This design comes from an exercise in tuning for small area, a short achievable clock period and few clock cycles on the open sky130 flow, not from production work. In this exercise RTL edits were held to simulation tests only and were not proved equivalent to the original. Power and IR drop assume default switching activity.

### flow/run.sh
#!/bin/bash
# synth_recipe.tcl (not shown) runs the flow's synth.tcl, then flattens the netlist and writes it again
# the make line also repeats each setting of config.mk as NAME=value (left out here)
make -C /OpenROAD-flow-scripts/flow DESIGN_CONFIG=/design/flow/config.mk WORK_HOME=/design/flow/orfs CLKGATE_MAP_FILE= SYNTH_SCRIPT=/design/flow/synth_recipe.tcl finish
### flow/config.mk
export PLATFORM = sky130hd
export DESIGN_NAME = tile_addr_gen
export DESIGN_NICKNAME = tile_addr_gen
export VERILOG_FILES = /design/flow/design.v
export SDC_FILE = /design/flow/constraint.sdc
export NUM_CORES = 4
export LEC_CHECK = 0
export CAP_MARGIN = 20
export CORE_MARGIN = 2
export CORE_UTILIZATION = 40
export SLEW_MARGIN = 20
### flow/constraint.sdc
create_clock -name core_clock -period 34.0 [get_ports {clk}]
set_input_delay 6.8000 -clock core_clock [delete_from_list [all_inputs] [get_ports {clk}]]
set_output_delay 6.8000 -clock core_clock [all_outputs]
set_load 0.01 [all_outputs]
### flow/design.v
module tile_addr_gen (
    input  wire        clk,
    input  wire        rst,
    input  wire        start,
    input  wire [15:0] img_w,
    input  wire [15:0] img_h,
    input  wire [15:0] tile_w,
    input  wire [15:0] tile_h,
    input  wire [15:0] meta_w,
    input  wire [15:0] meta_h,
    input  wire        do_seq,
    input  wire [31:0] pix_len,
    output reg         addr_valid,
    output reg  [31:0] addr,
    input  wire        addr_ready,
    output wire        busy,
    output reg         done,
    output reg  [3:0]  err,
    output reg  [15:0] err_info
);
    localparam S_IDLE  = 2'd0;
    localparam S_SETUP = 2'd1;
    localparam S_RUN   = 2'd2;
    localparam OP_PIX0 = 3'd0;   
    localparam OP_PIX1 = 3'd1;   
    localparam OP_DW   = 3'd2;   
    localparam OP_DMW  = 3'd3;   
    localparam OP_DH   = 3'd4;   
    localparam OP_DMH  = 3'd5;   
    localparam OP_E4   = 3'd6;   
    localparam OP_E2   = 3'd7;   
    reg [1:0]  state;
    reg [2:0]  op;
    reg [3:0]  step;
    reg [15:0] tw, th, mw, mh;
    reg        seq;
    reg [15:0] E2;       
    reg [15:0] E4;       
    reg [31:0] TO;       
    reg [31:0] MO;       
    reg [15:0] x, y, i, j, mx, my, nmx;    
    reg        yfirst, jfirst;
    reg        aneg, abig;                 
    reg        e0, rx, ry, rmx, rmy;
    assign busy = (state != S_IDLE);
    wire [15:0] acc = MO[31:16];
    wire [15:0] ex  = MO[15:0];
    wire [15:0] ey  = mx;
    wire        dv  = (op != OP_PIX0) && (op != OP_PIX1) && (op != OP_E4) && (op != OP_E2);
    reg  [15:0] eop;
    always @(*) begin
        case (op)
            OP_PIX0: eop = tw;
            OP_PIX1: eop = E4;
            OP_DW:   eop = tw;
            OP_DMW:  eop = mw;
            OP_DH:   eop = th;
            OP_DMH:  eop = mh;
            OP_E4:   eop = mw;
            default: eop = tw;
        endcase
    end
    wire [16:0] sh   = {acc, ex[15]};
    wire [15:0] sub  = (dv || ey[15]) ? eop : 16'd0;
    wire [17:0] t    = {1'b0, sh} - {2'b0, sub};
    wire        tneg = t[17];
    wire        frozen = aneg | abig;
    wire [15:0] acc_n = dv ? (tneg ? sh[15:0] : t[15:0])
                           : ((frozen || tneg || t[16]) ? acc : t[15:0]);
    wire [15:0] ex_n  = {ex[14:0], dv & ~tneg};
    wire        aneg_n = aneg | (~frozen & ~dv & tneg);
    wire        abig_n = abig | (~frozen & ~dv & ~tneg & t[16]);
    wire        last_step = (step == 4'd15);
    wire wx  = (x  == 16'd1);
    wire wy  = wx & (y  == 16'd1);
    wire wi  = wy & (i  == 16'd1);
    wire wj  = wi & (j  == 16'd1);
    wire wmx = wj & (mx == 16'd1);
    wire wmy = wmx & (my == 16'd1);
    wire cap = wx & yfirst & (i == 16'd1) & jfirst;
    reg [31:0] ga;
    reg [15:0] gb;
    reg        gc;
    always @(*) begin
        if (!wx)       begin ga = addr; gb = 16'd0; gc = 1'b1; end
        else if (!wy)  begin ga = addr; gb = E2;    gc = 1'b1; end
        else if (!wi)  begin ga = TO;   gb = tw;    gc = 1'b0; end
        else if (!wj)  begin ga = addr; gb = E4;    gc = 1'b1; end
        else if (!wmx) begin ga = cap ? addr : MO; gb = 16'd0; gc = 1'b1; end
        else           begin ga = addr; gb = 16'd0; gc = 1'b1; end
    end
    wire [31:0] gsum = ga + {16'd0, gb} + {31'd0, gc};
    wire adv  = !addr_valid || addr_ready;
    wire gstep = (state == S_RUN) && adv;
    wire zero_w = (E2 == 16'd0);
    wire zero_h = (E4 == 16'd0);
    always @(posedge clk) begin
        if (rst) begin
            state      <= S_IDLE;
            done       <= 1'b0;
            addr_valid <= 1'b0;
            err        <= 4'd0;
            err_info   <= 16'd0;
        end else begin
            done <= 1'b0;
            case (state)
            S_IDLE: begin
                tw   <= tile_w;
                th   <= tile_h;
                mw   <= do_seq ? meta_w : 16'd1;
                mh   <= do_seq ? meta_h : 16'd1;
                seq  <= do_seq;
                E2   <= img_w;
                E4   <= img_h;
                TO   <= pix_len;
                MO   <= pix_len;
                mx   <= tile_h;
                aneg <= 1'b0;
                abig <= 1'b0;
                op   <= OP_PIX0;
                step <= 4'd0;
                if (start) state <= S_SETUP;
            end
            S_SETUP: begin
                step <= step + 4'd1;
                MO   <= {acc_n, ex_n};
                mx   <= {ey[14:0], 1'b0};
                aneg <= aneg_n;
                abig <= abig_n;
                if (last_step) begin
                    case (op)
                    OP_PIX0: begin
                        e0   <= aneg_n;
                        MO   <= TO;
                        mx   <= E2;
                        aneg <= 1'b0;
                        abig <= 1'b0;
                        op   <= OP_PIX1;
                    end
                    OP_PIX1: begin
                        MO <= {16'd0, E2};
                        op <= OP_DW;
                        if (e0 || aneg_n) begin
                            done     <= 1'b1;
                            err      <= 4'd2;
                            err_info <= {15'd0, ~e0};
                            state    <= S_IDLE;
                        end else if (tw == 16'd0 || th == 16'd0) begin
                            done     <= 1'b1;
                            err      <= 4'd1;
                            err_info <= 16'd0;
                            state    <= S_IDLE;
                        end
                    end
                    OP_DW: begin
                        rx <= (acc_n != 16'd0);
                        MO <= {16'd0, ex_n};
                        if (seq) op <= OP_DMW;
                        else begin
                            nmx <= ex_n;
                            MO  <= {16'd0, E4};
                            op  <= OP_DH;
                        end
                    end
                    OP_DMW: begin
                        rmx <= (acc_n != 16'd0);
                        nmx <= ex_n;
                        MO  <= {16'd0, E4};
                        op  <= OP_DH;
                    end
                    OP_DH, OP_DMH: begin
                        MO <= {16'd0, ex_n};
                        if (op == OP_DH) ry <= (acc_n != 16'd0);
                        if (seq && op == OP_DH) op <= OP_DMH;
                        else begin
                            my <= ex_n;
                            MO <= {16'd0, E2};
                            mx <= tw;
                            aneg <= 1'b0;
                            abig <= 1'b0;
                            op <= OP_E4;
                            if (rx || (op == OP_DH ? (acc_n != 16'd0) : ry)) begin
                                done     <= 1'b1;
                                err      <= 4'd1;
                                err_info <= 16'd0;
                                state    <= S_IDLE;
                            end else if (seq && (mw == 16'd0 || mh == 16'd0 || rmx ||
                                                 (acc_n != 16'd0))) begin
                                done     <= 1'b1;
                                err      <= 4'd1;
                                err_info <= 16'd1;
                                state    <= S_IDLE;
                            end else if (zero_w || zero_h) begin
                                done     <= 1'b1;
                                err      <= 4'd0;
                                state    <= S_IDLE;
                            end
                        end
                    end
                    OP_E4: begin
                        E4 <= acc_n;
                        MO <= {16'd0, E2};
                        mx <= 16'd1;
                        aneg <= 1'b0;
                        abig <= 1'b0;
                        op <= OP_E2;
                    end
                    default: begin   
                        E2     <= acc_n;
                        addr   <= 32'd0;
                        addr_valid <= 1'b1;
                        TO     <= 32'd0;
                        x      <= tw;
                        y      <= th;
                        i      <= mw;
                        j      <= mh;
                        mx     <= nmx;
                        yfirst <= 1'b1;
                        jfirst <= 1'b1;
                        err    <= 4'd0;
                        state  <= S_RUN;
                    end
                    endcase
                end
            end
            default: begin   
                if (cap) MO <= addr;
                if (gstep) begin
                    if (wmy) begin
                        addr_valid <= 1'b0;
                        done       <= 1'b1;
                        state      <= S_IDLE;
                    end else begin
                        addr <= gsum;
                        x <= wx ? tw : x - 16'd1;
                        if (wx) y <= wy ? th : y - 16'd1;
                        if (wy) i <= wi ? mw : i - 16'd1;
                        if (wi) j <= wj ? mh : j - 16'd1;
                        if (wj) mx <= wmx ? nmx : mx - 16'd1;
                        if (wmx) my <= my - 16'd1;
                        if (wy) TO <= gsum;
                        if (wy) yfirst <= 1'b1; else if (wx) yfirst <= 1'b0;
                        if (wj) jfirst <= 1'b1; else if (wi) jfirst <= 1'b0;
                    end
                end
            end
            endcase
        end
    end
endmodule
==> run notes <==
* Worst path most repeated cell: nand2b_1
* Dpl ws at around 25,000 ps
* Post-CTS Setup Repair Bufs at 0
* Worst Tran Pin Value at roughly 1100 ps
* Number of max-cap violations at 0
* Syn. warnings at 1
* Routed WL at 77,400 um
* Initial antenna violation count at 0
* Starting DRT DRC Count at 2,494
* CTS max path bufs at 3
* Synth top area cells: edfxtp_1 46%, nand2_1 3.9%, nor2_1 3.7%
* Via/cell ratio at around 6.3
* Layout area overhead at 17.7%
* Clock Tree Root: clkbuf_16
* # IOs at roughly 190
* Synth Cell Area at 20,900 sq um
* Clock Skews at ~42 ps
* # diodes at 0
* Critical Path RT at roughly 34,000 ps
* CP Cell Sequence: clkdlybuf4s50_1, nand2b_1, and3_1, a21oi_1, nand2b_1, inv_2, buf_4
* Final Hold Viols at 0
* Maximum VDD drop at 0.0348 mV
* Largest area contributor in the netlist: edfxtp_1
* Total CTS buffers at 39
* Commonest non-fill, non-tap cell in the layout: edfxtp_1
* Standard-cell row count at 83
* Total Power at about 1.4 mW
* Avg WL per Cell at 26.2 um
* Post-synth ARST share at 0%
* Post-synthesis sequential area ratio at 46.6%
* Fin crit period at 8870 ps
* Nets at 2,424
* Placer Congestion at between 0.9 and 1
* Share of layout cells above drive strength 1 at 9.07%
* Worst path slowest cell: buf_4
* RSZ-0062 raised after global routing: no
* Die ar. at 54,100 sq um
* Slew Limit Headroom at slightly below 30%
* Status: complete, no violations
* Critical Path AT at 9070 ps
* Min-Delay Path Depth at 0
* Top FF cell, synth: edfxtp_1
* Vias in the first global route at 17,600
* Largest delay share family, worst path: buffers and inverters
* Core Area at 51,500 sq um
* Final setup viols at 0
* Port bufs at 170
* Worst min path class: reg2reg
* Crit. End Element: register
* Fin. max-slew vios at 0
* First-pass GRT wire length at 114,000 um
* FF-to-FF path depth at 17
* Cts repair resizes at 0
* Post-DP HPWL at approximately 56,000 um
* Via Count at between 15,000 and 20,000
* Area share of the largest cell type after synthesis at 46.0%
* Largest net degree at the start of global routing at 75
* Setup TNS after final layout at 0 ps
* CTS tree: yes
* Crit Path Category: in2reg
* Pwr per Cell Area at 56.5 nW/um^2
* Most frequent cells in the layout: 320 x edfxtp_1, 217 x nand2_1, 199 x nor2_1
* Critical Path Source Type: input pin
* Number of enable flip-flop cells after synthesis at between 300 and 400
* CP Max Fanout at 32
* DRC errors left at 0
* PnR worst setup slack at 25,130 ps
* Die Width at 233 um
* Crit path buffers/inverters at 3
* Leak at about 8.5 nW
* Synth Instances at 2,124
* Die Ht at 233 um
* Crit share post-route at 26.1%
* Total Routing Usage GR at between 20% and 30%
* Clock Sinks at about 330
* # hold bufs at CTS at 0
* Insertion delay to the later sink of the worst-skew pair at 580 ps
* Largest stage delay, worst path at about 530 ps
* Synth Area per Inst at 9.84 sq um
* Distinct cells, synth at 89
* Max Freq at 0.113 GHz
* CTS clk-pin slew, worst paths at 60 ps
* H-tree depth at 2
* Fill cell count at 4,862
* Critical path depth at 7
* Drt pass-1 iters at 7
* Starting Density at roughly two fifths
* Post-route ant nets at 0
* GR Overflow Total at 0
* Number of synthesized register bits at 327
report_power, final:
| part | switching, mW | internal, mW | total, mW |
|---|---|---|---|
| Sequential | 0.0614 | 0.500 | 0.561 |
| Combinational | 0.234 | 0.140 | 0.373 |
| Clock | 0.178 | 0.277 | 0.455 |
layout make-up:
type                    instances  area (sq um)  area share (%)
flip-flops and latches        327          9750            39.6
clock buffers                  43          1010            4.11
well taps                     680           851            3.46
multi-input cells            1634         10500            42.7
inverters                      31           116           0.473
clock inverters                25           358            1.45
repair buffers                211          2020            8.20
state kept, by name, summed over array words and instances (netlist names), 4 cells and up:
name  flops
tw       16
E4       16
j        16
i        16
mw       16
E2       16
MO       32
y        16
nmx      16
mh       16
TO       32
step      4
my       16
mx       16
th       16
x        16
addr     32
final timing paths:
| path | endpoint | from | slack [ps] |
|---|---|---|---|
| min | nmx[3] | MO[2] | 570 |
| max | addr[4] | addr_ready | 25130 |
| max reg2reg | err[0] | op[2] | 26370 |
| min reg2reg | nmx[3] | MO[2] | 570 |
kinds of logic (layout without fill, tap and decap cells):
family | Yosys count | after routing | synth area share (%)
AO/OA/AOI/OAI | 619 | 619 | 19.9
XOR/XNOR | 119 | 119 | 4.99
adder cells (fa/ha/maj) | 47 | 47 | 2.92
buffers and inverters | 179 | 310 | 3.79
flip-flops | 327 | 327 | 46.6
multiplexers | 55 | 55 | 2.84
other | 1 | 17 | 0.0179
AND/OR/NAND/NOR | 777 | 777 | 18.9
routing by layer:
layer	up-vias	global-route usage [%]	part of all wire (%)
met5	-	0	0
met4	0	11.7	4.2
met3	190	5.53	11
met2	1214	41.6	43
met1	8974	40.5	42
li1	8288	-	-
per-stage QoR:
| stage | cells | hold WS [ps] | util [%] | cell area [sq um] |
|---|---|---|---|---|
| global route | 2951 | 600 | 47.8 | 24600 |
| CTS | 2951 | 584 | 47.8 | 24600 |
| global placement | 2882 | 568 | 45.1 | 23200 |
| detailed placement | 2883 | 576 | 45.1 | 23200 |
| floorplan | 2140 | 470 | - | 21000 |
| finish | 2951 | 572 | 47.8 | 24600 |
synthesized netlist by cell type, types with 18 or more instances:
library cell,instances
o21ai_0,134
mux2i_1,21
a22oi_1,35
buf_4,21
o211ai_1,42
edfxtp_1,320
o22ai_1,24
nand2_1,218
a21o_1,32
nor2_1,204
nand3_1,52
a22o_1,30
a21oi_1,147
a222oi_1,45
nand2b_1,18
or3_1,18
mux2_2,34
xnor2_1,86
xor2_1,33
nor3_1,41
clkbuf_1,116
inv_1,30
o221ai_1,26
a31oi_1,20
ha_1,44
nor4_1,49
and2_1,71
Testbench counts, summed over its fixed seeds: cycles 193,496.

## static timing again, ports no longer ideal
In the flow no input, the clock included, has a driving cell. The finished layout below was timed again as built, in two steps.
Step 1 (the two cells are an assumption about what drives the block):
set clk [get_ports {clk}]
set_driving_cell -lib_cell sky130_fd_sc_hd__clkbuf_16 $clk
set_driving_cell -lib_cell sky130_fd_sc_hd__buf_2 [delete_from_list [all_inputs] $clk]
Step 2 moves the port delays by t, midway between the first and last clock arrival at a register: inputs arrive t later, outputs are due t later. That takes back most of the time a late clock gives input paths.
a / b / c = ideal ports / drivers / drivers and shift; a / b = the first two.
t, ns: 0.621
setup slack, ns: 25.132 / 25.164 / 24.542
hold slack, ns: 0.572 / 0.572 / 0.572
worst setup path after step 2: input to register
slew at the worst register clock pin (ns): 0.07 / 0.07
After both steps setup and hold are still met in this run. The setup slack of this run moves by +0.032 ns with the drivers and by -0.590 ns with both steps.
